Source: an optimization exercise on an open RTL-to-GDS flow (aim: small area, a short achievable clock period and few clock cycles). Production flows keep margins and buffers that such runs may drop.
Function was checked by simulation only, so behaviour that the tests miss may differ from the original.
Power and IR drop assume default switching activity.

==> design.v <==
module h1_t32 (
    input  wire [31:0] y,
    output wire [31:0] t
);
    wire g0 = y[2] ^ y[7];
    wire g1 = y[0] ^ y[22];
    wire g2 = y[1] ^ y[23];
    wire g3 = y[3] ^ y[21];
    wire g4 = y[4] ^ g1;
    wire g5 = y[12] ^ y[28];
    wire g6 = y[25] ^ y[31];
    wire g7 = y[24] ^ y[29];
    wire g8 = y[11] ^ y[27];
    wire g9 = y[14] ^ y[30];
    wire g10 = y[10] ^ y[26];
    wire g11 = y[5] ^ y[8];
    wire g12 = y[6] ^ y[9];
    wire g13 = y[17] ^ g7;
    wire g14 = y[13] ^ y[18];
    wire g15 = y[15] ^ y[19];
    wire g16 = y[20] ^ g0;
    wire g17 = y[4] ^ y[24];
    wire g18 = y[16] ^ y[23];
    wire g19 = y[25] ^ g12;
    wire g20 = y[19] ^ y[29];
    wire g21 = y[7] ^ y[16];
    wire g22 = g2 ^ g10;
    wire g23 = y[26] ^ g14;
    wire g24 = g5 ^ g8;
    wire g25 = y[0] ^ g3;
    wire g26 = g6 ^ g9;
    wire g27 = g0 ^ g3;
    wire g28 = y[3] ^ y[10];
    wire g29 = y[17] ^ y[31];
    wire g30 = y[5] ^ y[15];
    wire g31 = y[9] ^ y[27];
    wire g32 = y[2] ^ y[20];
    wire g33 = y[2] ^ y[18];
    wire g34 = y[6] ^ g2;
    wire g35 = y[12] ^ g11;
    wire g36 = y[22] ^ g15;
    wire g37 = g6 ^ g24;
    wire g38 = y[30] ^ g23;
    wire g39 = y[11] ^ y[15];
    wire g40 = y[28] ^ y[31];
    wire g41 = y[5] ^ y[14];
    wire g42 = y[0] ^ y[13];
    wire g43 = y[5] ^ y[6];
    wire g44 = y[3] ^ y[26];
    wire g45 = y[3] ^ y[7];
    wire g46 = g18 ^ g32;
    wire g47 = y[30] ^ g8;
    wire g48 = y[14] ^ g11;
    wire g49 = y[27] ^ g20;
    wire g50 = g8 ^ g21;
    wire g51 = y[28] ^ g17;
    wire g52 = y[29] ^ g5;
    wire g53 = y[19] ^ g31;
    wire g54 = g30 ^ g33;
    wire g55 = y[8] ^ g40;
    wire g56 = y[13] ^ g9;
    wire g57 = g15 ^ g29;
    wire g58 = g12 ^ g18;
    wire g59 = g0 ^ g41;
    wire g60 = y[21] ^ g4;
    wire g61 = g13 ^ g19;
    wire g62 = y[25] ^ g13;
    wire g63 = y[11] ^ g4;
    wire g64 = g14 ^ g26;
    wire g65 = g4 ^ g57;
    wire g66 = g16 ^ g35;
    wire g67 = g13 ^ g56;
    wire g68 = y[16] ^ g16;
    wire g69 = g10 ^ g27;
    wire g70 = g34 ^ g68;
    wire g71 = y[8] ^ g38;
    assign t[0] = y[8] ^ g44 ^ g4 ^ g70;
    assign t[1] = y[17] ^ g2 ^ g11 ^ g17 ^ g31 ^ g27;
    assign t[2] = y[24] ^ y[28] ^ g11 ^ g28 ^ g33 ^ g4 ^ g19;
    assign t[3] = y[4] ^ y[5] ^ y[11] ^ g20 ^ g45 ^ g19 ^ g22;
    assign t[4] = y[6] ^ g10 ^ g17 ^ g47 ^ g66;
    assign t[5] = y[7] ^ y[13] ^ g11 ^ g12 ^ g25 ^ g37;
    assign t[6] = y[9] ^ y[14] ^ g28 ^ g42 ^ g46 ^ g52;
    assign t[7] = y[1] ^ y[4] ^ y[10] ^ g3 ^ g39 ^ g67;
    assign t[8] = y[12] ^ y[16] ^ g26 ^ g54 ^ g63;
    assign t[9] = y[13] ^ g65 ^ g66;
    assign t[10] = y[9] ^ g23 ^ g59 ^ g60;
    assign t[11] = y[27] ^ g28 ^ g34 ^ g36 ^ g48;
    assign t[12] = g39 ^ g16 ^ g51 ^ g58;
    assign t[13] = y[10] ^ g21 ^ g25 ^ g35 ^ g62;
    assign t[14] = y[1] ^ y[17] ^ g19 ^ g63 ^ g71;
    assign t[15] = y[12] ^ y[18] ^ y[31] ^ g22 ^ g53 ^ g59;
    assign t[16] = y[13] ^ g22 ^ g36 ^ g50 ^ g51;
    assign t[17] = g24 ^ g46 ^ g48 ^ g62;
    assign t[18] = y[15] ^ g5 ^ g25 ^ g38 ^ g61;
    assign t[19] = y[1] ^ g10 ^ g21 ^ g4 ^ g49 ^ g64;
    assign t[20] = y[3] ^ y[28] ^ g9 ^ g43 ^ g50 ^ g65;
    assign t[21] = g1 ^ g29 ^ g44 ^ g52 ^ g54;
    assign t[22] = y[22] ^ g16 ^ g49 ^ g71;
    assign t[23] = y[20] ^ y[23] ^ g9 ^ g25 ^ g53 ^ g55;
    assign t[24] = y[15] ^ g7 ^ g55 ^ g58 ^ g69;
    assign t[25] = g32 ^ g22 ^ g47 ^ g61;
    assign t[26] = y[18] ^ y[24] ^ y[30] ^ g37 ^ g69;
    assign t[27] = g20 ^ g42 ^ g37 ^ g70;
    assign t[28] = y[6] ^ g5 ^ g18 ^ g60 ^ g67;
    assign t[29] = y[7] ^ g1 ^ g2 ^ g30 ^ g13 ^ g64;
    assign t[30] = y[18] ^ y[20] ^ g17 ^ g45 ^ g26 ^ g36;
    assign t[31] = y[1] ^ g1 ^ g6 ^ g15 ^ g43 ^ g27;
endmodule
module h1_crc8 (
    input  wire [31:0] crc_in,
    input  wire [7:0]  data,
    output wire [31:0] crc_out
);
    wire [7:0] x = crc_in[7:0] ^ data;
    wire h0 = x[1] ^ x[7];
    wire h1 = x[0] ^ x[4];
    wire h2 = x[2] ^ x[3];
    wire h3 = x[5] ^ x[6];
    wire h4 = x[3] ^ x[4];
    wire h5 = x[1] ^ x[2];
    wire h6 = h2 ^ h3;
    wire h7 = x[6] ^ h0;
    wire h8 = x[2] ^ x[5];
    wire h9 = x[6] ^ x[7];
    wire h10 = x[0] ^ x[1];
    wire h11 = h1 ^ h2;
    wire h12 = x[0] ^ h3;
    wire h13 = h4 ^ h9;
    wire h14 = x[7] ^ h8;
    wire h15 = h0 ^ h4;
    wire h16 = h1 ^ h3;
    wire h17 = x[1] ^ h1;
    assign crc_out[0] = crc_in[8] ^ x[2];
    assign crc_out[1] = crc_in[9] ^ x[0] ^ x[3];
    assign crc_out[2] = crc_in[10] ^ h17;
    assign crc_out[3] = crc_in[11] ^ x[5] ^ h5;
    assign crc_out[4] = crc_in[12] ^ x[0] ^ x[6] ^ h2;
    assign crc_out[5] = crc_in[13] ^ h15;
    assign crc_out[6] = crc_in[14] ^ x[4] ^ x[5];
    assign crc_out[7] = crc_in[15] ^ h12;
    assign crc_out[8] = crc_in[16] ^ h7;
    assign crc_out[9] = crc_in[17] ^ x[7];
    assign crc_out[10] = crc_in[18] ^ x[2];
    assign crc_out[11] = crc_in[19] ^ x[3];
    assign crc_out[12] = crc_in[20] ^ h1;
    assign crc_out[13] = crc_in[21] ^ x[5] ^ h10;
    assign crc_out[14] = crc_in[22] ^ x[6] ^ h5;
    assign crc_out[15] = crc_in[23] ^ x[7] ^ h2;
    assign crc_out[16] = crc_in[24] ^ h11;
    assign crc_out[17] = crc_in[25] ^ x[3] ^ x[5] ^ h17;
    assign crc_out[18] = crc_in[26] ^ h5 ^ h16;
    assign crc_out[19] = crc_in[27] ^ h0 ^ h6;
    assign crc_out[20] = crc_in[28] ^ h13;
    assign crc_out[21] = crc_in[29] ^ x[4] ^ h14;
    assign crc_out[22] = crc_in[30] ^ h6;
    assign crc_out[23] = crc_in[31] ^ h13;
    assign crc_out[24] = h1 ^ h14;
    assign crc_out[25] = h10 ^ h6;
    assign crc_out[26] = h7 ^ h11;
    assign crc_out[27] = x[5] ^ h15;
    assign crc_out[28] = h16;
    assign crc_out[29] = h0 ^ h12;
    assign crc_out[30] = x[0] ^ h7;
    assign crc_out[31] = h0;
endmodule
module h1_codec (
    input  wire        clk,
    input  wire        rst,
    input  wire        cmd_valid,
    output wire        cmd_ready,
    input  wire [3:0]  cmd_code,
    input  wire        cmd_is_server,
    input  wire [2:0]  cmd_n,
    input  wire [15:0] cmd_len,
    input  wire [31:0] cmd_a,
    input  wire [31:0] cmd_b,
    input  wire        din_valid,
    output wire        din_ready,
    input  wire [31:0] din_data,
    output wire        rsp_valid,
    input  wire        rsp_ready,
    output wire [2:0]  rsp_status,
    output wire [31:0] rsp_data,
    output wire [31:0] rsp_data2,
    output wire [4:0]  rsp_info
);
    localparam [3:0] C_CFG_LOAD = 4'h1, C_CFG_READ = 4'h2, C_SEQ_DIST = 4'h5,
                     C_CRC_COMPUTE = 4'h6, C_CRC_VERIFY = 4'h7;
    localparam [2:0] ST_OK = 3'd0, ST_TRUNCATED = 3'd2, ST_INVALID = 3'd6,
                     ST_ILLEGAL = 3'd7;
    reg        cfg_vld;
    reg        cfg_srv;
    reg [31:0] cfg_proto;
    reg [31:0] cfg_seed;
    reg [2:0]  cfg_len;
    reg        s_idle, s_data, s_exec, s_exec2, s_resp, s_pend;
    reg        op_crc, op_ver, op_seq, op_load, op_read;
    reg [2:0]  nreg;         
    reg        drain;        
    reg [2:0]  err;
    reg [31:0] crc_n;
    reg [31:0] dreg;         
    reg        dvalid;       
    reg        dfull, dseed;
    reg [1:0]  dlane;        
    reg [15:0] rem_proc;     
    reg        ok_r;
    reg        c_full;       
    reg        c_byte;       
    reg        c_trl;        
    reg        d_last;       
    reg        seq_neg, seq_eq, seq_bo;
    reg [1:0]  trl_idx;      
    reg        rsp_valid_r, cmd_ready_r, din_ready_r;
    reg [2:0]  rsp_status_r;
    reg [4:0]  rsp_info_r;
    reg        sel_cfg, rsp_is_read;
    assign cmd_ready  = cmd_ready_r;
    assign din_ready  = din_ready_r;
    assign rsp_valid  = rsp_valid_r;
    assign rsp_status = rsp_status_r;
    assign rsp_info   = rsp_info_r;
    assign rsp_data   = crc_n;
    assign rsp_data2  = {32{sel_cfg}} & cfg_proto;
    wire take     = cmd_valid & cmd_ready_r;
    wire rtake    = rsp_valid_r & rsp_ready;
    wire din_fire = din_valid & din_ready_r;
    function automatic mgt(input [4:0] a, input [4:0] b);
        integer i;
        reg r, e;
        begin
            r = 1'b0;
            e = 1'b1;
            for (i = 4; i >= 0; i = i - 1) begin
                r = r | (e & a[i] & !b[i]);
                e = e & !(a[i] ^ b[i]);
            end
            mgt = r;
        end
    endfunction
    function automatic gtn(input [3:0] u, input [2:0] n, input [4:0] c);
        gtn = (n == 3'd0) ? mgt({1'b0, u}, c) :
              (n == 3'd1) ? mgt({1'b0, u}, c + 5'd1) :
              (n == 3'd2) ? mgt({1'b0, u}, c + 5'd2) :
              (n == 3'd3) ? mgt({1'b0, u}, c + 5'd3) : mgt({1'b0, u}, c + 5'd4);
    endfunction
    function automatic [13:0] dec14(input [13:0] x);
        integer i;
        begin
            for (i = 0; i < 14; i = i + 1)
                dec14[i] = x[i] ^ ((x & ((14'd1 << i) - 14'd1)) == 14'd0);
        end
    endfunction
    wire i_load = (cmd_code == C_CFG_LOAD);
    wire i_read = (cmd_code == C_CFG_READ);
    wire i_seq  = (cmd_code == C_SEQ_DIST);
    wire i_crc  = (cmd_code == C_CRC_COMPUTE) || (cmd_code == C_CRC_VERIFY);
    wire i_ver  = (cmd_code == C_CRC_VERIFY);
    wire i_nbad = cmd_n[2] && (cmd_n[1] || cmd_n[0]);
    wire i_short = (cmd_len[15:3] == 13'd0) && mgt({2'b00, cmd_n}, {2'b00, cmd_len[2:0]});
    wire i_drain = i_ver && (i_nbad || i_short || (cmd_n == 3'd0));
    wire [2:0] i_err = !i_ver ? ST_OK : i_nbad ? ST_INVALID : i_short ? ST_TRUNCATED : ST_OK;
    wire [2:0] i_status = i_load ? (i_nbad ? ST_INVALID : ST_OK) : ST_ILLEGAL;
    wire [4:0] cfg_info = {cfg_vld && (cfg_len != 3'd0), cfg_vld ? cfg_len : 3'd0,
                           cfg_vld && cfg_srv};
    wire [31:0] cfg_seed_v = cfg_vld ? cfg_seed : 32'd0;
    wire i_len_nz = (cmd_len != 16'd0);
    wire direct   = !s_resp || rsp_ready;
    wire t_direct = take && direct;
    wire go_n     = s_pend && rsp_ready;             
    wire [31:0] crc = ~crc_n;
    wire [31:0] t32_out;
    h1_t32 u_t32 (.y(crc ^ dreg), .t(t32_out));
    wire [31:0] byte_out;
    h1_crc8 u_crc8 (.crc_in(crc), .data(dreg[7:0]), .crc_out(byte_out));
    wire [7:0]  crc_sel  = crc_n[8 * trl_idx +: 8];
    wire        trl_eq   = (dreg[7:0] == crc_sel);
    wire        ok_next  = ok_r && !(c_trl && !trl_eq);
    wire        full_now = dvalid && dfull;
    wire        byte_now = dvalid && !dfull;
    wire        hi_nz    = (rem_proc[15:4] != 12'd0);
    wire [3:0]  lo       = rem_proc[3:0];
    wire        proc_gt4 = hi_nz || mgt({1'b0, lo}, 5'd4);
    wire        dec4     = full_now && !dseed;
    wire        wdone    = full_now || (byte_now && ((dlane == 2'd3) || (lo[2:0] == 3'd1)));
    wire [13:0] hi_dec   = dec14(rem_proc[15:2]);
    wire [13:0] lo_dec   = dec14({10'd0, lo});
    wire [15:0] proc_nx  = dec4 ? (proc_gt4 ? {hi_dec, rem_proc[1:0]} : 16'd0) :
                           byte_now ? {12'd0, lo_dec[3:0]} : rem_proc;
    wire        ge_n4_0  = hi_nz || gtn(lo, nreg, 5'd3);
    wire        ge_n4_1  = hi_nz || gtn(lo, nreg, 5'd4);
    wire        ge_n4_4  = hi_nz || gtn(lo, nreg, 5'd7);
    wire        gt_n_0   = gtn(lo, nreg, 5'd0);
    wire        gt_n_1   = gtn(lo, nreg, 5'd1);
    wire        gt_n_4   = gtn(lo, nreg, 5'd4);
    wire        eq1_0    = (lo[2:0] == 3'd1);
    wire        eq1_1    = (lo[2:0] == 3'd2);
    wire        eq1_4    = (lo[2:0] == 3'd5);
    wire        nf_full  = drain || (dec4 ? ge_n4_4 : byte_now ? ge_n4_1 : ge_n4_0);
    wire        cov_n    = dec4 ? gt_n_4 : byte_now ? gt_n_1 : gt_n_0;
    wire        one_n    = dec4 ? eq1_4 : byte_now ? eq1_1 : eq1_0;
    wire        data_end = d_last;
    wire        gt_1     = hi_nz || mgt({1'b0, lo}, 5'd1);
    wire        gt_5     = hi_nz || mgt({1'b0, lo}, 5'd5);
    wire        gt_8     = hi_nz || mgt({1'b0, lo}, 5'd8);
    wire        pnz      = hi_nz || (lo != 4'd0);
    wire        need_f   = dec4 ? gt_8 : byte_now ? gt_5 : proc_gt4;
    wire        need_e   = dec4 ? proc_gt4 : byte_now ? gt_1 : pnz;
    wire        dvalid_n = dvalid && !wdone;
    wire [1:0]  dlane_n  = byte_now ? {dlane[1] ^ dlane[0], !dlane[0]} : dlane;
    wire        need_c   = (dlane_n == 2'd0) ? mgt({1'b0, lo}, 5'd5) :
                           (dlane_n == 2'd1) ? mgt({1'b0, lo}, 5'd4) :
                           (dlane_n == 2'd2) ? mgt({1'b0, lo}, 5'd3) : mgt({1'b0, lo}, 5'd2);
    wire        c_full_n = 1'b0;                      
    wire        c_byte_n = dvalid_n && cov_n;
    wire        c_trl_n  = dvalid_n && !cov_n;
    wire        c_full_f = nf_full && !drain;
    wire        c_byte_f = !nf_full && cov_n;
    wire        c_trl_f  = !nf_full && !cov_n;
    wire        rdy_n    = s_data && !data_end &&
                           (dvalid_n ? (need_c && ((dlane_n == 2'd3) || one_n)) : need_e);
    wire        rdy_f    = need_f && nf_full;
    wire [8:0]  seq_lo   = {1'b0, rem_proc[7:0]} - {1'b0, dreg[7:0]};
    wire [7:0]  seq_hi   = rem_proc[15:8] - dreg[15:8] - {7'd0, seq_bo};
    wire        seq_lt   = (rem_proc[14:0] < dreg[14:0]);
    wire        seq_ne   = (rem_proc[14:0] != dreg[14:0]);
    wire crc_hold = !(c_full || c_byte || s_exec2 || (s_exec && op_read) ||
                      s_idle || rtake || (c_trl && d_last));
    wire s_data_nx  = t_direct ? i_crc : (s_data && !data_end) || (go_n && op_crc);
    wire s_exec_nx  = t_direct ? (i_seq || i_read) : (go_n && !op_crc);
    wire s_exec2_nx = s_exec && op_seq;
    wire s_pend_nx  = (take && !direct) || (s_pend && !rsp_ready);
    wire s_resp_nx  = t_direct ? !i_crc && !i_seq && !i_read :
                      !take && ((s_data && data_end) || (s_exec && !op_seq) || s_exec2 ||
                                (s_resp && !rsp_ready));
    wire s_idle_nx  = !take && (s_idle || (s_resp && rsp_ready));
    always @(posedge clk) begin
        if (rst) begin
            cfg_vld      <= 1'b0;
            s_idle       <= 1'b1;
            s_data       <= 1'b0;
            s_exec       <= 1'b0;
            s_exec2      <= 1'b0;
            s_resp       <= 1'b0;
            s_pend       <= 1'b0;
            dvalid       <= 1'b0;
            rsp_valid_r  <= 1'b0;
            cmd_ready_r  <= 1'b0;
            din_ready_r  <= 1'b0;
            c_full       <= 1'b0;
            c_byte       <= 1'b0;
            c_trl        <= 1'b0;
            d_last       <= 1'b0;
        end else begin
            s_idle      <= s_idle_nx;
            s_data      <= s_data_nx;
            s_exec      <= s_exec_nx;
            s_exec2     <= s_exec2_nx;
            s_resp      <= s_resp_nx;
            s_pend      <= s_pend_nx;
            rsp_valid_r <= s_resp_nx || s_pend_nx;
            if (take)
                d_last <= t_direct && i_crc && !i_len_nz;
            else if (go_n)
                d_last <= op_crc && !pnz;
            else if (din_fire)
                d_last <= nf_full ? !need_f : one_n;
            else
                d_last <= dvalid_n && one_n && s_data && !data_end;
            if (take) begin
                dvalid <= t_direct && i_crc;
                c_full <= t_direct && i_crc && !i_drain;
                c_byte <= 1'b0;
                c_trl  <= 1'b0;
            end else if (go_n) begin
                dvalid <= op_crc;
                c_full <= op_crc && !drain;
                c_byte <= 1'b0;
                c_trl  <= 1'b0;
            end else if (din_fire) begin
                dvalid <= 1'b1;
                c_full <= c_full_f;
                c_byte <= c_byte_f;
                c_trl  <= c_trl_f;
            end else begin
                dvalid <= dvalid_n;
                c_full <= c_full_n;
                c_byte <= c_byte_n;
                c_trl  <= c_trl_n;
            end
            if (take)
                din_ready_r <= t_direct && i_crc && i_len_nz;
            else if (go_n)
                din_ready_r <= op_crc && pnz;
            else if (din_fire)
                din_ready_r <= rdy_f;
            else
                din_ready_r <= rdy_n;
            if (take && i_load && !i_nbad)
                cfg_vld <= 1'b1;
            if (data_end) begin
                rsp_status_r <= err;
                rsp_info_r   <= {4'd0, op_ver && (err == ST_OK) && ok_next};
                sel_cfg      <= 1'b0;
                rsp_is_read  <= 1'b0;
            end
            if (s_exec) begin
                rsp_status_r <= op_load ? ((nreg > 3'd4) ? ST_INVALID : ST_OK) :
                                (op_read || op_seq) ? ST_OK : ST_ILLEGAL;
                rsp_info_r   <= op_read ? cfg_info : 5'd0;
                sel_cfg      <= op_read && cfg_vld;
                rsp_is_read  <= op_read;
            end
            if (s_exec2)
                rsp_info_r   <= {2'b00, seq_neg, seq_eq, !seq_neg && !seq_eq};
            if (t_direct && !i_crc && !i_seq && !i_read) begin
                rsp_status_r <= i_status;
                rsp_info_r   <= 5'd0;
                sel_cfg      <= 1'b0;
                rsp_is_read  <= 1'b0;
            end
            if (take)
                cmd_ready_r <= t_direct && !i_crc && !i_seq && !i_read;
            else if (s_data)
                cmd_ready_r <= data_end;
            else if (s_exec)
                cmd_ready_r <= !op_read && !op_seq;
            else if (s_exec2)
                cmd_ready_r <= 1'b1;
            else if (s_resp)
                cmd_ready_r <= rsp_ready || !rsp_is_read;
            else if (s_idle)
                cmd_ready_r <= 1'b1;
            else
                cmd_ready_r <= 1'b0;
        end
        crc_n <= ({32{c_full}} & ~t32_out) |
                 ({32{c_byte}} & ~byte_out) |
                 ({32{s_exec2}} & {{16{seq_neg}}, seq_hi, rem_proc[7:0]}) |
                 ({32{s_exec && op_read}} & cfg_seed_v) |
                 ({32{crc_hold}} & crc_n);
        if (take && i_load && !i_nbad) begin
            cfg_srv   <= cmd_is_server;
            cfg_proto <= cmd_b;
            cfg_seed  <= cmd_a;
            cfg_len   <= cmd_n;
        end
        trl_idx <= {proc_nx[1] ^ !proc_nx[0], !proc_nx[0]};
        if (s_exec) begin
            seq_neg <= (rem_proc[15] ^ dreg[15] ^ seq_lt) && seq_ne;
            seq_eq <= (rem_proc == dreg[15:0]);
            seq_bo <= seq_lo[8];
        end
        if (cmd_ready_r) begin
            op_crc   <= i_crc;
            op_ver   <= i_ver;
            op_seq   <= i_seq;
            op_load  <= i_load;
            op_read  <= i_read;
            err      <= i_err;
            nreg     <= (i_crc && !i_ver) ? 3'd0 : cmd_n;
            drain    <= i_drain;
            ok_r     <= 1'b1;
            dreg     <= cmd_a;
            dfull    <= 1'b1;
            dseed    <= 1'b1;
            dlane    <= 2'd0;
            rem_proc <= i_seq ? cmd_b[15:0] : cmd_len;
        end else begin
            if (s_data) begin
                rem_proc <= proc_nx;
                ok_r     <= ok_next;
            end
            if (s_exec && op_seq)
                rem_proc[7:0] <= seq_lo[7:0];
            if (din_ready_r) begin
                dreg     <= din_data;
                dfull    <= nf_full;
                dseed    <= 1'b0;
                dlane    <= 2'd0;
            end else if (byte_now) begin
                dreg     <= dreg >> 8;
                dlane    <= dlane_n;
            end
        end
    end
endmodule
==> flow/run.sh <==
#!/bin/bash
# Layout flow: the standard flow (standard.sh: ORFS synthesis to the
# final layout, unchanged), with the I/O port buffers that global placement
# inserts made from sky130_fd_sc_hd__buf_2 instead of the resizer's default
# pick. Every port still gets its own buffer. The full output of the ORFS
# run goes to flow_standard.log in this folder; each tool's own log is kept
# by ORFS under orfs/logs/.
set -euo pipefail
export BUFFER_PORTS_ARGS="-buffer_cell sky130_fd_sc_hd__buf_2"
bash standard.sh > flow_standard.log 2>&1
==> standard.sh <==
#!/bin/bash
# synth_recipe.tcl (not shown) runs the flow's synth.tcl, then flattens the netlist and writes it again
# the make line also repeats each setting of config.mk as NAME=value (left out here)
make -C /OpenROAD-flow-scripts/flow DESIGN_CONFIG=/design/flow/config.mk WORK_HOME=/design/flow/orfs CLKGATE_MAP_FILE= SYNTH_SCRIPT=/design/flow/synth_recipe.tcl "${@:-finish}"
==> config.mk <==
export PLATFORM = sky130hd
export DESIGN_NAME = h1_codec
export DESIGN_NICKNAME = h1_codec
export VERILOG_FILES = /design/flow/design.v
export SDC_FILE = /design/flow/constraint.sdc
export NUM_CORES = 4
export LEC_CHECK = 0
export ABC_CLOCK_PERIOD_IN_PS = 2000
export CAP_MARGIN = 20
export CORE_MARGIN = 2
export CORE_UTILIZATION = 40
export PLACE_DENSITY = 0.6
export SETUP_SLACK_MARGIN = 2.6
export SLEW_MARGIN = 20
==> constraint.sdc <==
create_clock -name core_clock -period 5.0 [get_ports {clk}]
set_input_delay 1.0000 -clock core_clock [delete_from_list [all_inputs] [get_ports {clk}]]
set_output_delay 1.0000 -clock core_clock [all_outputs]
set_load 0.01 [all_outputs]
==> results of run 1 <==
[sequential cells by signal, summed over array words and instances, names as in the netlist, 2 cells and up]
| register | cells |
|---|---|
| cfg_len | 3 |
| rsp_status_r | 3 |
| cfg_seed | 32 |
| dreg | 32 |
| rem_proc | 16 |
| err | 2 |
| trl_idx | 2 |
| crc_n | 32 |
| rsp_info_r | 5 |
| nreg | 3 |
| dlane | 2 |
| cfg_proto | 32 |
[what timing repair did]
item                                    CTS  global route
buffers inserted                         50            37
hold buffers                              0             0
gates cloned                              1             0
pin swaps                                23            41
endpoints found under the setup margin  174           133
gates resized for setup                  91            89
[cell usage after synthesis, types with 6 or more instances]
cell type	number	area, sq um
sky130_fd_sc_hd__a211oi_1	8	60.06
sky130_fd_sc_hd__a21o_1	7	52.55
sky130_fd_sc_hd__a21oi_1	63	315.3
sky130_fd_sc_hd__a221o_1	17	170.2
sky130_fd_sc_hd__a222oi_1	16	160.2
sky130_fd_sc_hd__a22o_1	9	78.83
sky130_fd_sc_hd__a31oi_1	7	43.79
sky130_fd_sc_hd__and2_1	37	231.5
sky130_fd_sc_hd__and3_1	6	37.54
sky130_fd_sc_hd__clkbuf_1	45	168.9
sky130_fd_sc_hd__dfxtp_1	54	1081
sky130_fd_sc_hd__edfxtp_1	140	4204
sky130_fd_sc_hd__ha_1	41	513.0
sky130_fd_sc_hd__inv_1	49	183.9
sky130_fd_sc_hd__mux2_2	8	90.09
sky130_fd_sc_hd__mux2i_1	32	320.3
sky130_fd_sc_hd__mux4_2	8	180.2
sky130_fd_sc_hd__nand2_1	85	319.1
sky130_fd_sc_hd__nand2b_1	7	43.79
sky130_fd_sc_hd__nand4_1	10	62.56
sky130_fd_sc_hd__nor2_1	42	157.7
sky130_fd_sc_hd__nor2b_1	17	106.4
sky130_fd_sc_hd__nor3_1	20	100.1
sky130_fd_sc_hd__nor4_1	10	62.56
sky130_fd_sc_hd__o211ai_1	17	127.6
sky130_fd_sc_hd__o21ai_0	63	315.3
sky130_fd_sc_hd__o21ai_1	6	30.03
sky130_fd_sc_hd__o22ai_1	6	37.54
sky130_fd_sc_hd__o31ai_1	8	60.06
sky130_fd_sc_hd__or3_1	6	37.54
sky130_fd_sc_hd__xnor2_1	213	1866
sky130_fd_sc_hd__xnor2_2	15	244.0
sky130_fd_sc_hd__xor2_1	81	709.4
sky130_fd_sc_hd__xor2_2	6	97.59
[worst max-delay path: stages, from the launching register on]
cell,delay (ns)
sky130_fd_sc_hd__edfxtp_1,0.38
sky130_fd_sc_hd__inv_2,0.07
sky130_fd_sc_hd__fa_2,0.40
sky130_fd_sc_hd__fa_2,0.36
sky130_fd_sc_hd__xor2_1,0.17
sky130_fd_sc_hd__a222oi_1,0.79
sky130_fd_sc_hd__o211ai_1,0.18
[power breakdown]
| part | internal, mW | leakage (nW) | total (mW) | switching [mW] |
|---|---|---|---|---|
| registers | 1.88 | 1.76 | 2.13 | 0.246 |
| logic | 2.92 | 4.47 | 6.38 | 3.46 |
| clock network | 0.723 | 0.301 | 1.45 | 0.732 |
| total | 5.53 | 6.53 | 9.97 | 4.44 |
[stage by stage]
step	cell area, sq um	util, %	hold WS [ns]	worst slack (ns)
finish	17040	52.62	0.4682	2.491
floorplan	13120	-	0.4318	2.609
detailed placement	14560	44.99	0.4542	1.915
global placement	14560	44.99	0.4524	1.946
global route	17030	52.61	0.5207	2.488
CTS	16250	50.19	0.4730	2.477
[layer usage]
layer | part of all wire (%) | vias up | wire, um
met5 | 0 | - | 0
met4 | 2.9 | 0 | 1360
met3 | 8.2 | 78 | 3780
met2 | 45 | 484 | 20910
met1 | 44 | 5304 | 20200
li1 | - | 4965 | -
[worst paths after layout]
check          start         to  depth (start not counted)
min          cfg_vld    cfg_vld                          2
min reg2reg  cfg_vld    cfg_vld                          2
max reg2reg  dreg[8]  crc_n[10]                          6
max          dreg[8]  crc_n[10]                          6
[area by class of cell]
class / count / area share [%]
Multi-Input combinational cell: 937 / 49.56
Sequential cell: 194 / 31.17
Timing Repair Buffer: 304 / 11.31
Tap cell: 442 / 3.246
Clock buffer: 20 / 2.806
Inverter: 49 / 1.102
Clock inverter: 12 / 0.7786
Antenna cell: 2 / 0.02938
[cells by family (layout without fill, tap and decap cells)]
| logic type | count (synthesis) | count (layout) | share of synthesized area, % |
|---|---|---|---|
| AO/OA/AOI/OAI | 260 | 260 | 13.31 |
| XOR/XNOR | 323 | 323 | 24.04 |
| adder cells (fa/ha/maj) | 45 | 45 | 4.468 |
| buffers and inverters | 102 | 385 | 3.183 |
| flip-flops | 194 | 194 | 40.50 |
| multiplexers | 48 | 48 | 4.525 |
| other | 0 | 2 | 0 |
| AND/OR/NAND/NOR | 260 | 261 | 9.981 |
==> flow_metrics.env, run 1 <==
export IMPL_result_of_the_run="complete, no violations"
export IMPL_ant_nets=0
export IMPL_synth_cell_types=66
export IMPL_critPathRequiredTime_ns=5.31
export IMPL_place_inst=1838
export IMPL_final_min_period_over_clock_period_pct=50.17
export IMPL_synth_cells=1232
export IMPL_power_per_cell_area_nw_per_um2=585.1
export IMPL_crit_path_start_kind="register"
export IMPL_timing_final_hold_violations=0
export IMPL_synth_edf_count=140
export IMPL_met1_usage_pct=38.14
export IMPL_drt_initial_violations=1189
export IMPL_cap_viol_max_count=0
export IMPL_setup_worst_path_end_class="register"
export IMPL_seq_area_sq_um=5310
export IMPL_final_fill_count=2902
export IMPL_power_ir_vdd_worst_mv=0.3411
export IMPL_critical_path_peak_fanout=2
export IMPL_die_area_sq_um=34090
export IMPL_arrival_ns=2.82
export IMPL_routabilityCongestion=0.9845
export IMPL_fmax_mhz=398.6
export IMPL_seq_area_frac_synth_pct=40.50
export IMPL_fp_row_count=66
export IMPL_track_usage_pct=27.17
export IMPL_tightestPinTransition_ns=0.9521
export IMPL_multi_input_comb_area_sq_um=8442
export IMPL_top_usage_layer="met2"
export IMPL_timing_setup_critical_path_class="reg -> reg"
export IMPL_design_final_nets=1672
export IMPL_clock_skew_ns=0.01247
export IMPL_post_route_drc_count=0
export IMPL_synth_cell_area_sq_um=13050
export IMPL_final_cell_count_no_fill=1960
export IMPL_setup_viol=0
export IMPL_routed_wire_per_std_cell_um=23.60
export IMPL_hold_path_class="reg -> reg"
export IMPL_cts_root_buf="sky130_fd_sc_hd__clkbuf_16"
export IMPL_routed_wl_mm=46.25
export IMPL_die_h_um=184.6
export IMPL_clkSinkCount=194
export IMPL_initial_standard_cell_utilization_of_the_core_pct=40.31
export IMPL_grt_antenna_before_repair=0
export IMPL_global_route_wire_length_before_repair_mm=66.89
export IMPL_grt_met2_usage_pct=41.07
export IMPL_r2r_setup_slack_ns=2.49
export IMPL_p_leak_nw=6.532
export IMPL_final_cell_mix="sky130_fd_sc_hd__buf_2 (199), sky130_fd_sc_hd__xnor2_1 (172), sky130_fd_sc_hd__edfxtp_1 (140)"
export IMPL_worst_setup_hold_path_clk_slew_ns=0.09
export IMPL_number_of_warnings_printed_during_yosys_synthesis=1
export IMPL_synth_async_sr_flop_share_pct=0
export IMPL_slew_headroom_pct=36.29
export IMPL_vias=10831
export IMPL_cts_buffers_inserted=17
export IMPL_grt_start_max_net_pins=97
export IMPL_route_detailed_vias_per_inst=5.526
export IMPL_tritoncts="built"
export IMPL_synthToLayoutAreaGrowth_pct=30.54
export IMPL_io_buffer_count=199
export IMPL_finalMaxSlewViolations=0
export IMPL_finalSetupTns_ns=0
export IMPL_h_tree_depth=4
export IMPL_synth_net_count=1401
export IMPL_core_area_sq_um=32370
export IMPL_final_total_pwr_mw=9.968
export IMPL_dr_pass1_iters=7
export IMPL_grt_pass1_vias=10310
export IMPL_final_min_clock_period_ns=2.509
export IMPL_dominantRegCellSynth="sky130_fd_sc_hd__edfxtp_1"
export IMPL_rsz0062_at_grt="yes"
export IMPL_met3_usage_pct=6.540
export IMPL_num_ports=200
export IMPL_grt_overflow_total=0
export IMPL_place_hpwl_mm=33.25
export IMPL_synth_seq_cells=194
export IMPL_drive_above_1_share_pct=34.04
export IMPL_clock_latency_ns=0.46
export IMPL_clockBufferDepth=2
export IMPL_mostFrequentLayoutCell="sky130_fd_sc_hd__buf_2"
export IMPL_syn_avg_cell_area_sq_um=10.59
export IMPL_dieWidth_um=184.6
Testbench counts, summed over its fixed seeds: cycles 77,486.
==> inputs of run 2 (changes only) <==
==> flow/run.sh (replaced) <==
#!/bin/bash
# Layout flow: the standard flow (standard.sh: ORFS synthesis to the
# final layout, unchanged), with the I/O port buffers that global placement
# inserts made from sky130_fd_sc_hd__buf_1 instead of the resizer's default
# pick. Every port still gets its own buffer. The full output of the ORFS
# run goes to flow_standard.log in this folder; each tool's own log is kept
# by ORFS under orfs/logs/.
set -euo pipefail
export BUFFER_PORTS_ARGS="-buffer_cell sky130_fd_sc_hd__buf_1"
bash standard.sh > flow_standard.log 2>&1
--- a/config.mk
+++ b/config.mk
@@ -9,6 +9,6 @@
 export CAP_MARGIN = 20
 export CORE_MARGIN = 2
-export CORE_UTILIZATION = 40
-export PLACE_DENSITY = 0.6
+export CORE_UTILIZATION = 55
+export PLACE_DENSITY = 0.7
 export SETUP_SLACK_MARGIN = 2.6
 export SLEW_MARGIN = 20
==> flow_metrics.env, run 2 <==
export IMPL_result_of_the_run="complete, no violations"
export IMPL_grt_start_max_net_pins=70
export IMPL_power_share_clock_pct=14.7
export IMPL_power_net_switching_mw=4.300
export IMPL_dominantRegCellSynth="sky130_fd_sc_hd__edfxtp_1"
export IMPL_seq_area_frac_synth_pct=40.50
export IMPL_drt_initial_violations=1370
export IMPL_power_share_switching_pct=44.73
export IMPL_cp_slowest_cell="sky130_fd_sc_hd__edfxtp_1"
export IMPL_utilization_pct=70.40
export IMPL_routabilityCongestion=1.011
export IMPL_post_route_drc_count=0
export IMPL_cts_root_buf="sky130_fd_sc_hd__clkbuf_16"
export IMPL_ant_nets=0
export IMPL_ys_top_cells_by_area="sky130_fd_sc_hd__edfxtp_1 (32%), sky130_fd_sc_hd__xnor2_1 (14%), sky130_fd_sc_hd__dfxtp_1 (8.3%), sky130_fd_sc_hd__xor2_1 (5.4%), sky130_fd_sc_hd__ha_1 (3.9%)"
export IMPL_arrival_ns=2.78
export IMPL_power_sequential_fraction_pct=22.3
export IMPL_place_hpwl_mm=30.62
export IMPL_track_usage_pct=33.82
export IMPL_routed_wire_per_std_cell_um=23.87
export IMPL_global_route_wire_length_before_repair_mm=62.08
export IMPL_clock_latency_ns=0.45
export IMPL_final_min_clock_period_ns=2.473
export IMPL_hold_path_class="reg -> reg"
export IMPL_design_final_nets=1674
export IMPL_synth_edf_count=140
export IMPL_critPathRequiredTime_ns=5.31
export IMPL_power_per_cell_area_nw_per_um2=583.5
export IMPL_syn_avg_cell_area_sq_um=10.59
export IMPL_synth_cells=1232
export IMPL_io_buffer_count=199
export IMPL_clock_skew_ns=0.01421
export IMPL_synth_cell_types=66
export IMPL_die_area_sq_um=24980
export IMPL_setup_worst_path_end_class="register"
export IMPL_finalSetupTns_ns=0
export IMPL_h_tree_depth=4
export IMPL_yosysTopAreaCell="sky130_fd_sc_hd__edfxtp_1"
export IMPL_critPathBufInv=0
export IMPL_synth_cell_area_sq_um=13050
export IMPL_worst_setup_hold_path_clk_slew_ns=0.08
export IMPL_synth_net_count=1401
export IMPL_slew_headroom_pct=38.58
export IMPL_fp_row_count=56
export IMPL_timing_critical_path_max_delay_family="XOR/XNOR gates"
export IMPL_drive_above_1_share_pct=19.57
export IMPL_tritoncts="built"
export IMPL_grt_antenna_before_repair=1
export IMPL_grt_pass1_vias=10195
export IMPL_rsz0062_at_grt="yes"
export IMPL_timing_final_hold_violations=0
export IMPL_critPathLaunch="dreg[20]"
export IMPL_n_antenna_cell=0
export IMPL_vias=11199
export IMPL_synthTopCellsByCount="sky130_fd_sc_hd__xnor2_1 (213), sky130_fd_sc_hd__edfxtp_1 (140), sky130_fd_sc_hd__nand2_1 (85)"
export IMPL_initial_standard_cell_utilization_of_the_core_pct=55.76
export IMPL_p_leak_nw=5.841
export IMPL_dieWidth_um=158.0
export IMPL_power_ir_vdd_worst_mv=0.4225
export IMPL_cts_hold_repair_buffers=0
export IMPL_regToRegStartpoint="dreg[20]"
export IMPL_final_min_period_over_clock_period_pct=49.46
export IMPL_clkSinkCount=194
export IMPL_routed_wl_mm=43.85
export IMPL_synth_async_sr_flop_share_pct=0
export IMPL_final_cell_mix="sky130_fd_sc_hd__buf_1 (196), sky130_fd_sc_hd__xnor2_1 (181), sky130_fd_sc_hd__edfxtp_1 (140)"
export IMPL_die_h_um=158.0
export IMPL_crit_path_start_kind="register"
export IMPL_mostFrequentLayoutCell="sky130_fd_sc_hd__buf_1"
export IMPL_p_comb_share_pct=63.0
export IMPL_timing_setup_critical_path_class="reg -> reg"
export IMPL_critical_path_cell_chain="xnor2_2 > xnor2_4 > xnor2_2 > xor2_1 > xnor2_1 > xor2_1 > o211ai_1"
export IMPL_synthToLayoutAreaGrowth_pct=26.25
export IMPL_dr_pass1_iters=5
export IMPL_route_detailed_vias_per_inst=6.096
export IMPL_core_area_sq_um=23400
export IMPL_cts_buffers_inserted=17
export IMPL_critical_path_peak_fanout=4
export IMPL_cap_viol_max_count=0
export IMPL_synth_seq_cells=194
export IMPL_synth_top_cell_area_share_pct=32.21
export IMPL_setup_viol=0
export IMPL_cpPeakStageDelay_ns=0.57
export IMPL_tightestPinTransition_ns=0.9147
export IMPL_clockBufferDepth=2
export IMPL_finalMaxSlewViolations=0
export IMPL_number_of_warnings_printed_during_yosys_synthesis=1
export IMPL_yosys_cell_count_top_type="sky130_fd_sc_hd__xnor2_1"
export IMPL_num_ports=200
export IMPL_internal_power_mw=5.313
export IMPL_fmax_mhz=404.4
export IMPL_grt_overflow_total=0
export IMPL_min_from="cfg_vld"
## run 2: final timing paths
| kind | endpoint | slack (ns) | depth (start not counted) |
|---|---|---|---|
| min | cfg_vld | 0.47 | 2 |
| max reg2reg | crc_n[9] | 2.53 | 7 |
| min reg2reg | cfg_vld | 0.47 | 2 |
| max | crc_n[9] | 2.53 | 7 |
## run 2: final cells by class
class / instances / area [sq um]
Multi-Input combinational cell: 937 / 8304
Fill cell: 1755 / 6927
Sequential cell: 194 / 5299
Timing Repair Buffer: 305 / 1685
Clock buffer: 17 / 425.4
Tap cell: 319 / 399.1
Inverter: 49 / 193.9
Clock inverter: 15 / 163.9
Timing Repair inverter: 1 / 5.005
## run 2: logic make-up after synthesis
logic type / count (synthesis) / share of synthesized area, %
mux: 48 / 4.525
simple gates: 260 / 9.981
xor+xnor: 323 / 24.04
flops: 194 / 40.50
fa+ha+maj: 45 / 4.468
buf+inv: 102 / 3.183
compound gates: 260 / 13.31
## run 2: timing repair
action / 4_1_cts / 5_1_grt
pin swaps: 14 / 38
setup buffers: 43 / 48
endpoints found under the setup margin: 122 / 117
cloned: 1 / 1
gates resized for setup: 71 / 88
## run 2: per-stage QoR
step	power, mW	setup WS (ns)	hold WS (ns)	std cells	cell area (sq um)
3_5_place_dp	7.222	1.932	0.4530	1712	14140
3_3_place_gp	7.298	2.073	0.4450	1712	14140
5_1_grt	9.943	2.451	0.5145	1837	16480
4_1_cts	8.989	2.466	0.4730	1788	15550
2_1_floorplan	5.963	2.609	0.4318	1232	13120
6_report	9.613	2.527	0.4732	1837	16480
## run 2: power groups by stage
stage               sequential (mW)  clock, mW  combinational (mW)
global placement               2.18          0                5.12
global route                   2.15       1.47                6.32
detailed placement             2.18          0                5.04
CTS                            2.14       1.41                5.44
finish                         2.14       1.42                6.05
floorplan                      2.04          0                3.92
## run 2: routing by layer
metal / track usage [%] / share of wire (%)
met5: 0 / 0
met4: 8.022 / 2.7
met3: 6.762 / 11
met2: 51.68 / 45
met1: 49.58 / 42
## run 2: tightest hold or removal path, delay by kind of cell (launching register included)
family           cells  cell delay, ns
AND/OR/NAND/NOR      2            0.12
flip-flops           1            0.33
==> inputs of run 3 (changes only) <==
--- a/config.mk
+++ b/config.mk
@@ -9,6 +9,8 @@
 export CAP_MARGIN = 20
 export CORE_MARGIN = 2
-export CORE_UTILIZATION = 55
-export PLACE_DENSITY = 0.7
+export CORE_UTILIZATION = 40
+export CTS_CLUSTER_DIAMETER = 120
+export CTS_CLUSTER_SIZE = 40
+export PLACE_DENSITY = 0.6
 export SETUP_SLACK_MARGIN = 2.6
 export SLEW_MARGIN = 20
==> flow_metrics.env, run 3 <==
export IMPL_number_of_warnings_printed_during_yosys_synthesis=1
export IMPL_core_area_sq_um=32370
export IMPL_timing_setup_critical_path_class="reg -> reg"
export IMPL_power_net_switching_mw=4.248
export IMPL_power_sequential_fraction_pct=21.8
export IMPL_dpl_instance_area_sq_um=14290
export IMPL_critPathRequiredTime_ns=5.33
export IMPL_routed_wire_per_std_cell_um=22.56
export IMPL_slew_headroom_pct=34.15
export IMPL_drive_above_1_share_pct=20.32
export IMPL_die_area_sq_um=34090
export IMPL_initial_standard_cell_utilization_of_the_core_pct=40.31
export IMPL_place_hpwl_mm=31.84
export IMPL_worst_r2r_cell_count=9
export IMPL_stdcell_area_sq_um=16560
export IMPL_cpPeakStageDelay_ns=0.49
export IMPL_mostFrequentLayoutCell="sky130_fd_sc_hd__buf_1"
export IMPL_critical_path_cell_chain="xnor2_4 > buf_4 > buf_4 > xor2_4 > xnor2_4 > xnor2_2 > xnor2_1 > a21oi_1 > o21ai_1"
export IMPL_num_ports=200
export IMPL_fp_row_count=66
export IMPL_synth_cells=1232
export IMPL_clockBufferDepth=2
export IMPL_synth_top_cell_area_share_pct=32.21
export IMPL_critPathBufInv=2
export IMPL_power_per_cell_area_nw_per_um2=586.7
export IMPL_synthTopCellsByCount="sky130_fd_sc_hd__xnor2_1 (213), sky130_fd_sc_hd__edfxtp_1 (140), sky130_fd_sc_hd__nand2_1 (85)"
export IMPL_synthToLayoutAreaGrowth_pct=26.92
export IMPL_power_share_clock_pct=14.5
export IMPL_ys_top_cells_by_area="sky130_fd_sc_hd__edfxtp_1 (32%), sky130_fd_sc_hd__xnor2_1 (14%), sky130_fd_sc_hd__dfxtp_1 (8.3%), sky130_fd_sc_hd__xor2_1 (5.4%), sky130_fd_sc_hd__ha_1 (3.9%)"
export IMPL_grt_overflow_total=0
export IMPL_cap_viol_max_count=0
export IMPL_synth_edf_count=140
export IMPL_post_route_drc_count=0
export IMPL_result_of_the_run="complete, no violations"
export IMPL_clock_latency_ns=0.46
export IMPL_hold_path_class="reg -> reg"
export IMPL_synth_cell_area_sq_um=13050
export IMPL_global_route_wire_length_before_repair_mm=65.10
export IMPL_power_ir_vdd_worst_mv=0.3424
export IMPL_finalSetupTns_ns=0
export IMPL_yosysTopAreaCell="sky130_fd_sc_hd__edfxtp_1"
export IMPL_rsz0062_at_grt="yes"
export IMPL_grt_antenna_before_repair=0
export IMPL_synth_cell_types=66
export IMPL_die_h_um=184.6
export IMPL_routabilityCongestion=1.019
export IMPL_timing_critical_path_max_delay_family="XOR/XNOR gates"
export IMPL_cts_root_buf="sky130_fd_sc_hd__clkbuf_16"
export IMPL_dieWidth_um=184.6
export IMPL_tritoncts="built"
export IMPL_worst_setup_hold_path_clk_slew_ns=0.08
export IMPL_dominantRegCellSynth="sky130_fd_sc_hd__edfxtp_1"
export IMPL_critical_path_peak_fanout=4
export IMPL_cp_slowest_cell="sky130_fd_sc_hd__edfxtp_1"
export IMPL_synth_seq_cells=194
export IMPL_r2r_setup_slack_ns=2.60
export IMPL_crit_path_start_kind="register"
export IMPL_seq_area_frac_synth_pct=40.50
export IMPL_setup_worst_path_end_class="register"
export IMPL_power_share_switching_pct=43.72
export IMPL_p_comb_share_pct=63.7
export IMPL_synth_net_count=1401
export IMPL_setup_viol=0
export IMPL_ant_nets=0
export IMPL_syn_avg_cell_area_sq_um=10.59
export IMPL_n_antenna_cell=0
export IMPL_internal_power_mw=5.469
export IMPL_worstSetupPathDepth=9
export IMPL_p_leak_nw=5.838
export IMPL_arrival_ns=2.74
export IMPL_tightestPinTransition_ns=0.9841
export IMPL_io_buffer_count=199
export IMPL_track_usage_pct=26.12
export IMPL_grt_start_max_net_pins=93
export IMPL_fmax_mhz=415.8
export IMPL_synth_async_sr_flop_share_pct=0
export IMPL_vias=10877
export IMPL_final_min_period_over_clock_period_pct=48.10
export IMPL_final_min_clock_period_ns=2.405
export IMPL_clkSinkCount=194
export IMPL_hold_path_depth=2
export IMPL_timing_final_hold_violations=0
export IMPL_finalMaxSlewViolations=0
export IMPL_yosys_cell_count_top_type="sky130_fd_sc_hd__xnor2_1"
export IMPL_dp_slack_ns=1.898
export IMPL_design_final_nets=1667
export IMPL_final_total_pwr_mw=9.717
export IMPL_routed_wl_mm=44.06
export IMPL_clock_skew_ns=0.01720
export IMPL_cts_buffers_inserted=17
export IMPL_drt_initial_violations=940
export IMPL_grt_pass1_vias=10348
export IMPL_dr_pass1_iters=5
export IMPL_final_critical_path_setup_slack_ns=2.595
export IMPL_h_tree_depth=4
export IMPL_route_detailed_vias_per_inst=5.569
export IMPL_final_cell_mix="sky130_fd_sc_hd__buf_1 (198), sky130_fd_sc_hd__xnor2_1 (172), sky130_fd_sc_hd__edfxtp_1 (140)"
run 3: kinds of logic after synthesis:
logic type / share of synthesized area, %
adder cells (fa/ha/maj): 4.468
flip-flops: 40.50
AO/OA/AOI/OAI: 13.31
XOR/XNOR: 24.04
AND/OR/NAND/NOR: 9.981
multiplexers: 4.525
buffers and inverters: 3.183
run 3: final timing paths:
path	start	to
hold / removal	cfg_vld	cfg_vld
hold reg to reg	cfg_vld	cfg_vld
setup / recovery	dreg[5]	crc_n[18]
setup reg to reg	dreg[5]	crc_n[18]
run 3: stage by stage:
| stage | std cells | utilization, % | hold slack (ns) |
|---|---|---|---|
| 4_1_cts | 1926 | 49.13 | 0.4898 |
| 3_5_place_dp | 1834 | 44.15 | 0.4713 |
| 3_3_place_gp | 1833 | 44.11 | 0.4448 |
| 2_1_floorplan | 1232 | - | 0.4318 |
| 6_report | 1953 | 51.17 | 0.4844 |
| 5_1_grt | 1953 | 51.17 | 0.5141 |
run 3: final cells by class:
type                            count  area (sq um)
Clock buffer                       21         503.0
Clock inverter                     11         88.84
Fill cell                        2938         15810
Inverter                           49         183.9
Multi-Input combinational cell    937          8319
Sequential cell                   194          5308
Tap cell                          442         553.0
Timing Repair Buffer              299          1608
run 3: worst reg2reg max path, cell delays in order (launching register included):
cell and delay, ns:
sky130_fd_sc_hd__edfxtp_1 0.49, sky130_fd_sc_hd__xnor2_4 0.26, sky130_fd_sc_hd__buf_4 0.20, sky130_fd_sc_hd__buf_4 0.16, sky130_fd_sc_hd__xor2_4 0.34, sky130_fd_sc_hd__xnor2_4 0.22, sky130_fd_sc_hd__xnor2_2 0.18, sky130_fd_sc_hd__xnor2_1 0.11
sky130_fd_sc_hd__a21oi_1 0.23, sky130_fd_sc_hd__o21ai_1 0.09
run 3: power groups by stage:
stage | combinational [mW] | sequential, mW | clock, mW
global placement | 5.14 | 2.16 | 0
CTS | 5.68 | 2.11 | 1.44
finish | 6.19 | 2.12 | 1.41
detailed placement | 5.11 | 2.16 | 0
floorplan | 3.92 | 2.04 | 0
global route | 6.55 | 2.13 | 1.49
run 3: per-layer routing:
| metal | wire [um] | part of all wire (%) | global-route usage (%) |
|---|---|---|---|
| met2 | 19790 | 45 | 40.05 |
| met1 | 19070 | 43 | 36.42 |
| met4 | 1457 | 3.3 | 9.492 |
| met3 | 3745 | 8.5 | 5.394 |
| met5 | 0 | 0 | 0 |
run 3: what timing repair did:
action / CTS / global route
resized for setup: 76 / 87
cloned: 1 / 0
pin swaps: 19 / 32
buffers inserted: 59 / 27
endpoints found under the setup margin: 168 / 120
hold buffers: 0 / 0
==> inputs of run 4 (changes only) <==
--- a/config.mk
+++ b/config.mk
@@ -10,7 +10,5 @@
 export CORE_MARGIN = 2
 export CORE_UTILIZATION = 40
-export CTS_CLUSTER_DIAMETER = 120
-export CTS_CLUSTER_SIZE = 40
 export PLACE_DENSITY = 0.6
-export SETUP_SLACK_MARGIN = 2.6
+export SETUP_SLACK_MARGIN = 2.7
 export SLEW_MARGIN = 20
==> flow_metrics.env, run 4 <==
export IMPL_dp_slack_ns=1.780
export IMPL_cts_buffers_inserted=17
export IMPL_result_of_the_run="complete, no violations"
export IMPL_timing_setup_critical_path_class="reg -> reg"
export IMPL_grt_pass1_vias=10636
export IMPL_critical_path_cell_chain="inv_2 > fa_2 > inv_2 > ha_4 > o21ai_1 > nand2_1 > a21o_1 > a21oi_2 > xor2_1 > o221ai_1"
export IMPL_synth_seq_cells=194
export IMPL_n_antenna_cell=0
export IMPL_worst_setup_hold_path_clk_slew_ns=0.08
export IMPL_fmax_mhz=417.1
export IMPL_drt_initial_violations=947
export IMPL_track_usage_pct=26.66
export IMPL_synth_net_count=1401
export IMPL_io_buffer_count=199
export IMPL_synth_async_sr_flop_share_pct=0
export IMPL_hold_path_class="reg -> reg"
export IMPL_power_net_switching_mw=4.346
export IMPL_die_area_sq_um=34090
export IMPL_grt_overflow_total=0
export IMPL_hold_path_depth=2
export IMPL_synthTopCellsByCount="sky130_fd_sc_hd__xnor2_1 (213), sky130_fd_sc_hd__edfxtp_1 (140), sky130_fd_sc_hd__nand2_1 (85)"
export IMPL_dpl_instance_area_sq_um=14360
export IMPL_global_route_wire_length_before_repair_mm=66.36
export IMPL_clkSinkCount=194
export IMPL_h_tree_depth=4
export IMPL_clock_skew_ns=0.01152
export IMPL_place_hpwl_mm=32.29
export IMPL_final_min_period_over_clock_period_pct=47.96
export IMPL_crit_path_start_kind="register"
export IMPL_final_min_clock_period_ns=2.398
export IMPL_power_share_clock_pct=13.5
export IMPL_dr_pass1_iters=9
export IMPL_cts_hold_repair_buffers=0
export IMPL_routed_wl_mm=46.23
export IMPL_power_sequential_fraction_pct=20.9
export IMPL_power_share_switching_pct=42.73
export IMPL_ant_nets=0
export IMPL_critPathRequiredTime_ns=5.31
export IMPL_die_h_um=184.6
export IMPL_clock_latency_ns=0.46
export IMPL_final_cell_count_no_fill=2007
export IMPL_grt_antenna_before_repair=3
export IMPL_cap_viol_max_count=0
export IMPL_ys_top_cells_by_area="sky130_fd_sc_hd__edfxtp_1 (32%), sky130_fd_sc_hd__xnor2_1 (14%), sky130_fd_sc_hd__dfxtp_1 (8.3%), sky130_fd_sc_hd__xor2_1 (5.4%), sky130_fd_sc_hd__ha_1 (3.9%)"
export IMPL_yosys_cell_count_top_type="sky130_fd_sc_hd__xnor2_1"
export IMPL_dominantRegCellSynth="sky130_fd_sc_hd__edfxtp_1"
export IMPL_synth_cell_types=66
export IMPL_power_per_cell_area_nw_per_um2=580.2
export IMPL_worstSetupPathDepth=10
export IMPL_synth_edf_count=140
export IMPL_core_area_sq_um=32370
export IMPL_synthToLayoutAreaGrowth_pct=34.30
export IMPL_synth_cell_area_sq_um=13050
export IMPL_drive_above_1_share_pct=24.98
export IMPL_syn_avg_cell_area_sq_um=10.59
export IMPL_route_detailed_vias_per_inst=5.520
export IMPL_p_comb_share_pct=65.6
export IMPL_setup_worst_path_end_class="register"
export IMPL_yosysTopAreaCell="sky130_fd_sc_hd__edfxtp_1"
export IMPL_number_of_warnings_printed_during_yosys_synthesis=1
export IMPL_seq_area_frac_synth_pct=40.50
export IMPL_arrival_ns=2.71
export IMPL_p_leak_nw=6.252
export IMPL_final_cell_mix="sky130_fd_sc_hd__buf_1 (194), sky130_fd_sc_hd__xnor2_1 (164), sky130_fd_sc_hd__edfxtp_1 (140)"
export IMPL_vias=11079
export IMPL_num_ports=200
export IMPL_power_ir_vdd_worst_mv=0.3142
export IMPL_tightestPinTransition_ns=0.9606
export IMPL_routabilityCongestion=1.011
export IMPL_rsz0062_at_grt="yes"
export IMPL_mostFrequentLayoutCell="sky130_fd_sc_hd__buf_1"
export IMPL_dieWidth_um=184.6
export IMPL_place_inst=1839
export IMPL_cp_slowest_cell="sky130_fd_sc_hd__fa_2"
export IMPL_post_route_drc_count=0
export IMPL_tritoncts="built"
export IMPL_timing_critical_path_max_delay_family="adder cells"
export IMPL_routed_wire_per_std_cell_um=23.03
export IMPL_critPathBufInv=2
export IMPL_setup_viol=0
export IMPL_synth_top_cell_area_share_pct=32.21
export IMPL_synth_cells=1232
export IMPL_slew_headroom_pct=35.96
export IMPL_critical_path_peak_fanout=3
export IMPL_grt_start_max_net_pins=66
export IMPL_final_fill_count=2881
export IMPL_worst_r2r_cell_count=10
export IMPL_initial_standard_cell_utilization_of_the_core_pct=40.31
export IMPL_clockBufferDepth=2
export IMPL_cpPeakStageDelay_ns=0.56
export IMPL_stdcell_area_sq_um=17530
export IMPL_design_final_nets=1721
export IMPL_finalMaxSlewViolations=0
export IMPL_timing_critical_path_mode_cell="sky130_fd_sc_hd__inv_2"
export IMPL_cts_root_buf="sky130_fd_sc_hd__clkbuf_16"
export IMPL_final_critical_path_setup_slack_ns=2.602
export IMPL_fp_row_count=66
export IMPL_finalSetupTns_ns=0
export IMPL_internal_power_mw=5.824
export IMPL_timing_final_hold_violations=0
[run 4: worst paths after layout]
| path | start | endpoint | slack, ns |
|---|---|---|---|
| max | dreg[8] | crc_n[13] | 2.60 |
| min | ok_r | ok_r | 0.48 |
| max reg2reg | dreg[8] | crc_n[13] | 2.60 |
| min reg2reg | ok_r | ok_r | 0.48 |
[run 4: layer usage]
layer	track usage (%)	part of all wire, %	vias to the layer above
met4	8.222	3.0	0
li1	-	-	5076
met1	35.91	42	5371
met2	42.33	46	547
met5	0	0	-
met3	6.540	8.6	85
[run 4: stage by stage]
step,hold WS [ns],power [mW],utilization (%)
floorplan,0.4318,5.972,-
global placement,0.4560,7.268,44.35
detailed placement,0.4663,7.231,44.35
CTS,0.4772,9.266,50.49
global route,0.5000,10.63,54.14
finish,0.4779,10.17,54.14
[run 4: area by class of cell]
| cell class | instances | area, sq um | area share [%] |
|---|---|---|---|
| repair buffers | 351 | 2137 | 12.19 |
| clock buffers | 19 | 442.9 | 2.527 |
| multi-input cells | 939 | 8770 | 50.04 |
| well taps | 442 | 553.0 | 3.155 |
| flip-flops and latches | 194 | 5306 | 30.28 |
| inverters | 49 | 192.7 | 1.099 |
| clock inverters | 13 | 125.1 | 0.7139 |
[run 4: power groups by stage]
| stage | clock network, mW | registers, mW | logic, mW |
|---|---|---|---|
| after floorplan | 0 | 2.05 | 3.93 |
| after global placement | 0 | 2.17 | 5.10 |
| after detailed placement | 0 | 2.17 | 5.06 |
| after CTS | 1.40 | 2.13 | 5.74 |
| after global routing | 1.45 | 2.14 | 7.04 |
| final | 1.37 | 2.13 | 6.67 |
[run 4: worst min-delay path, cell delays in order (launching register included)]
cell and delay (ns):
sky130_fd_sc_hd__dfxtp_1 0.31, sky130_fd_sc_hd__o21ai_0 0.07, sky130_fd_sc_hd__nand2b_1 0.05
[run 4: logic make-up (layout without fill, tap and decap cells)]
family          after synthesis  after routing  synth area share, %
mux                          48             48                4.525
flops                       194            194                40.50
fa+ha+maj                    45             45                4.468
simple gates                260            263                9.981
xor+xnor                    323            323                24.04
buf+inv                     102            432                3.183
compound gates              260            260                13.31
[run 4: what timing repair did]
| action | 4_1_cts | 5_1_grt |
|---|---|---|
| pin swaps | 52 | 65 |
| setup buffers | 72 | 61 |
| gates resized for setup | 125 | 109 |
| gates cloned | 1 | 2 |
| endpoints found under the setup margin | 217 | 163 |
==> inputs of run 5 (changes only) <==
--- a/config.mk
+++ b/config.mk
@@ -11,4 +11,5 @@
 export CORE_UTILIZATION = 40
 export PLACE_DENSITY = 0.6
-export SETUP_SLACK_MARGIN = 2.7
+export SETUP_SLACK_MARGIN = 2.6
 export SLEW_MARGIN = 20
+export TNS_END_PERCENT = 10
==> flow_metrics.env, run 5 <==
export IMPL_result_of_the_run="complete, no violations"
export IMPL_h_tree_depth=4
export IMPL_synth_cell_area_sq_um=13050
export IMPL_critPathRequiredTime_ns=5.09
export IMPL_synthToLayoutAreaGrowth_pct=23.39
export IMPL_slew_headroom_pct=38.91
export IMPL_synth_top_cell_area_share_pct=32.21
export IMPL_routed_wl_mm=43.38
export IMPL_final_total_pwr_mw=9.488
export IMPL_final_min_period_over_clock_period_pct=49.72
export IMPL_die_h_um=184.6
export IMPL_final_critical_path_setup_slack_ns=2.514
export IMPL_synth_net_count=1401
export IMPL_clkSinkCount=194
export IMPL_post_route_drc_count=0
export IMPL_design_final_nets=1650
export IMPL_p_leak_nw=5.650
export IMPL_die_area_sq_um=34090
export IMPL_tightestPinTransition_ns=0.9129
export IMPL_place_hpwl_mm=31.78
export IMPL_cts_root_buf="sky130_fd_sc_hd__clkbuf_16"
export IMPL_route_detailed_vias_per_inst=5.469
export IMPL_arrival_ns=2.58
export IMPL_dp_slack_ns=1.815
export IMPL_grt_start_max_net_pins=93
export IMPL_final_cell_count_no_fill=1937
export IMPL_seq_area_frac_synth_pct=40.50
export IMPL_yosys_cell_count_top_type="sky130_fd_sc_hd__xnor2_1"
export IMPL_final_min_clock_period_ns=2.486
export IMPL_setup_worst_path_end_class="register"
export IMPL_track_usage_pct=25.54
export IMPL_power_per_cell_area_nw_per_um2=589.2
export IMPL_cap_viol_max_count=0
export IMPL_hold_path_class="reg -> reg"
export IMPL_dr_pass1_iters=8
export IMPL_clockBufferDepth=2
export IMPL_synthTopCellsByCount="sky130_fd_sc_hd__xnor2_1 (213), sky130_fd_sc_hd__edfxtp_1 (140), sky130_fd_sc_hd__nand2_1 (85)"
export IMPL_worst_setup_hold_path_clk_slew_ns=0.07
export IMPL_io_buffer_count=199
export IMPL_synth_cells=1232
export IMPL_place_inst=1839
export IMPL_rsz0062_at_grt="yes"
export IMPL_vias=10594
export IMPL_syn_avg_cell_area_sq_um=10.59
export IMPL_grt_overflow_total=0
export IMPL_power_ir_vdd_worst_mv=0.3066
export IMPL_setup_viol=0
export IMPL_global_route_wire_length_before_repair_mm=64.03
export IMPL_critical_path_peak_fanout=17
export IMPL_core_area_sq_um=32370
export IMPL_crit_path_start_kind="input pin"
export IMPL_grt_pass1_vias=10115
export IMPL_final_fill_count=3058
export IMPL_yosysTopAreaCell="sky130_fd_sc_hd__edfxtp_1"
export IMPL_synth_async_sr_flop_share_pct=0
export IMPL_timing_setup_critical_path_class="in -> reg"
export IMPL_dominantRegCellSynth="sky130_fd_sc_hd__edfxtp_1"
export IMPL_cts_hold_repair_buffers=0
export IMPL_cts_buffers_inserted=17
export IMPL_grt_antenna_before_repair=0
export IMPL_clock_latency_ns=0.46
export IMPL_timing_final_hold_violations=0
export IMPL_tritoncts="built"
export IMPL_synth_edf_count=140
export IMPL_drive_above_1_share_pct=15.80
export IMPL_clock_skew_ns=0.01603
export IMPL_fp_row_count=66
export IMPL_mostFrequentLayoutCell="sky130_fd_sc_hd__buf_1"
export IMPL_drt_initial_violations=1046
export IMPL_routed_wire_per_std_cell_um=22.40
export IMPL_num_ports=200
export IMPL_synth_seq_cells=194
export IMPL_finalSetupTns_ns=0
export IMPL_number_of_warnings_printed_during_yosys_synthesis=1
export IMPL_synth_cell_types=66
export IMPL_ys_top_cells_by_area="sky130_fd_sc_hd__edfxtp_1 (32%), sky130_fd_sc_hd__xnor2_1 (14%), sky130_fd_sc_hd__dfxtp_1 (8.3%), sky130_fd_sc_hd__xor2_1 (5.4%), sky130_fd_sc_hd__ha_1 (3.9%)"
export IMPL_final_cell_mix="sky130_fd_sc_hd__buf_1 (199), sky130_fd_sc_hd__xnor2_1 (186), sky130_fd_sc_hd__edfxtp_1 (140)"
export IMPL_initial_standard_cell_utilization_of_the_core_pct=40.31
export IMPL_ant_nets=0
export IMPL_finalMaxSlewViolations=0
export IMPL_fmax_mhz=402.3
export IMPL_routabilityCongestion=0.9465
export IMPL_dieWidth_um=184.6
-- run 5: cell counts after synthesis --
No cell type changed its count.
-- run 5: metal layers --
layer  GRT usage [%]  share of wire, %  up-vias
met5               0                 0        -
met3           5.355               7.7       49
li1                -                 -     4922
met1           35.85                45     5182
met2           39.92                46      441
met4           6.889               1.9        0
-- run 5: final timing paths --
kind                               start            end  slack (ns)  cells after the start
worst max-delay path            cmd_n[1]  cfg_proto[10]        2.51                      3
worst min-delay path             cfg_vld        cfg_vld        0.47                      2
worst min register to register   cfg_vld        cfg_vld        0.47                      2
worst max register to register   dreg[0]    rem_proc[6]        2.52                     11
-- run 5: worst max-delay path, cell delays in order --
cell	delay (ns)
sky130_fd_sc_hd__buf_1	0.13
sky130_fd_sc_hd__o21ai_1	0.70
sky130_fd_sc_hd__and3_2	0.74
-- run 5: timing repair --
item / in CTS / in global routing
buffers inserted: 39 / 24
endpoints found under the setup margin: 179 / 209
resized for setup: 55 / 40
pin swaps: 16 / 12
cloned: 0 / 2
-- run 5: final cells by class --
| type | count | area (sq um) | area share, % |
|---|---|---|---|
| Tap cell | 442 | 553.0 | 3.434 |
| Clock inverter | 12 | 145.1 | 0.9013 |
| Timing Repair Buffer | 281 | 1461 | 9.075 |
| Multi-Input combinational cell | 938 | 7993 | 49.63 |
| Inverter | 49 | 183.9 | 1.142 |
| Sequential cell | 194 | 5298 | 32.90 |
| Clock buffer | 20 | 466.7 | 2.898 |
| Antenna cell | 1 | 2.502 | 0.01554 |
-- run 5: stage by stage --
stage | utilization, % | area, sq um | hold slack, ns
after detailed placement | 44.21 | 14310 | 0.4556
after CTS | 48.43 | 15680 | 0.4733
after floorplan | - | 13100 | 0.4318
after global placement | 44.21 | 14310 | 0.4544
after global routing | 49.74 | 16100 | 0.4952
final | 49.74 | 16100 | 0.4684
-- run 5: cell families (layout without fill, tap and decap cells) --
group,Yosys count,count (layout),synth area share (%)
xor gates and xnor gates,323,323,24.04
and+or+nand+nor,260,262,9.981
AOI/OAI and AO/OA,260,260,13.31
adders and majority gates,45,45,4.468
DFF,194,194,40.50
other,0,1,0
muxes,48,48,4.525
buffers and inverters,102,362,3.183
-- run 5: where the power goes --
part | switching [mW] | internal (mW) | total (mW) | leakage [nW]
combinational | 3.22 | 2.68 | 5.90 | 3.60
clock | 0.668 | 0.790 | 1.46 | 0.302
sequential | 0.243 | 1.88 | 2.13 | 1.75
total | 4.13 | 5.35 | 9.49 | 5.65

## what the ideal ports hide
In the flow no input, the clock included, has a driving cell. The finished layouts below were timed again as built, in two steps. Step 1 sets driving cells, clkbuf_16 on the clock port and buf_2 on the other inputs (assumed; they add their load-dependent delay and slew). Step 2 moves the port delays by t, midway between the first and last clock arrival at a register: inputs arrive t later, outputs are due t later. That takes back most of the time a late clock gives input paths. Three values: ideal, step 1, step 2; two values: the first two.
| run | t, ns | setup slack, ns | latest minus earliest clock arrival (ns) |
|---|---|---|---|
| run 1 | 0.506 | 2.491 / 2.491 / 2.158 | 0.013 / 0.013 |
| run 2 | 0.493 | 2.527 / 2.527 / 2.233 | 0.014 / 0.014 |
| run 3 | 0.494 | 2.595 / 2.588 / 2.242 | 0.018 / 0.017 |
| run 4 | 0.499 | 2.602 / 2.602 / 2.199 | 0.013 / 0.012 |
| run 5 | 0.505 | 2.514 / 2.522 / 2.031 | 0.016 / 0.016 |
After both steps every run listed still meets setup and hold. For run 5, which loses most, drivers alone change the setup slack by +0.008 ns; drivers and shift together by -0.483 ns.
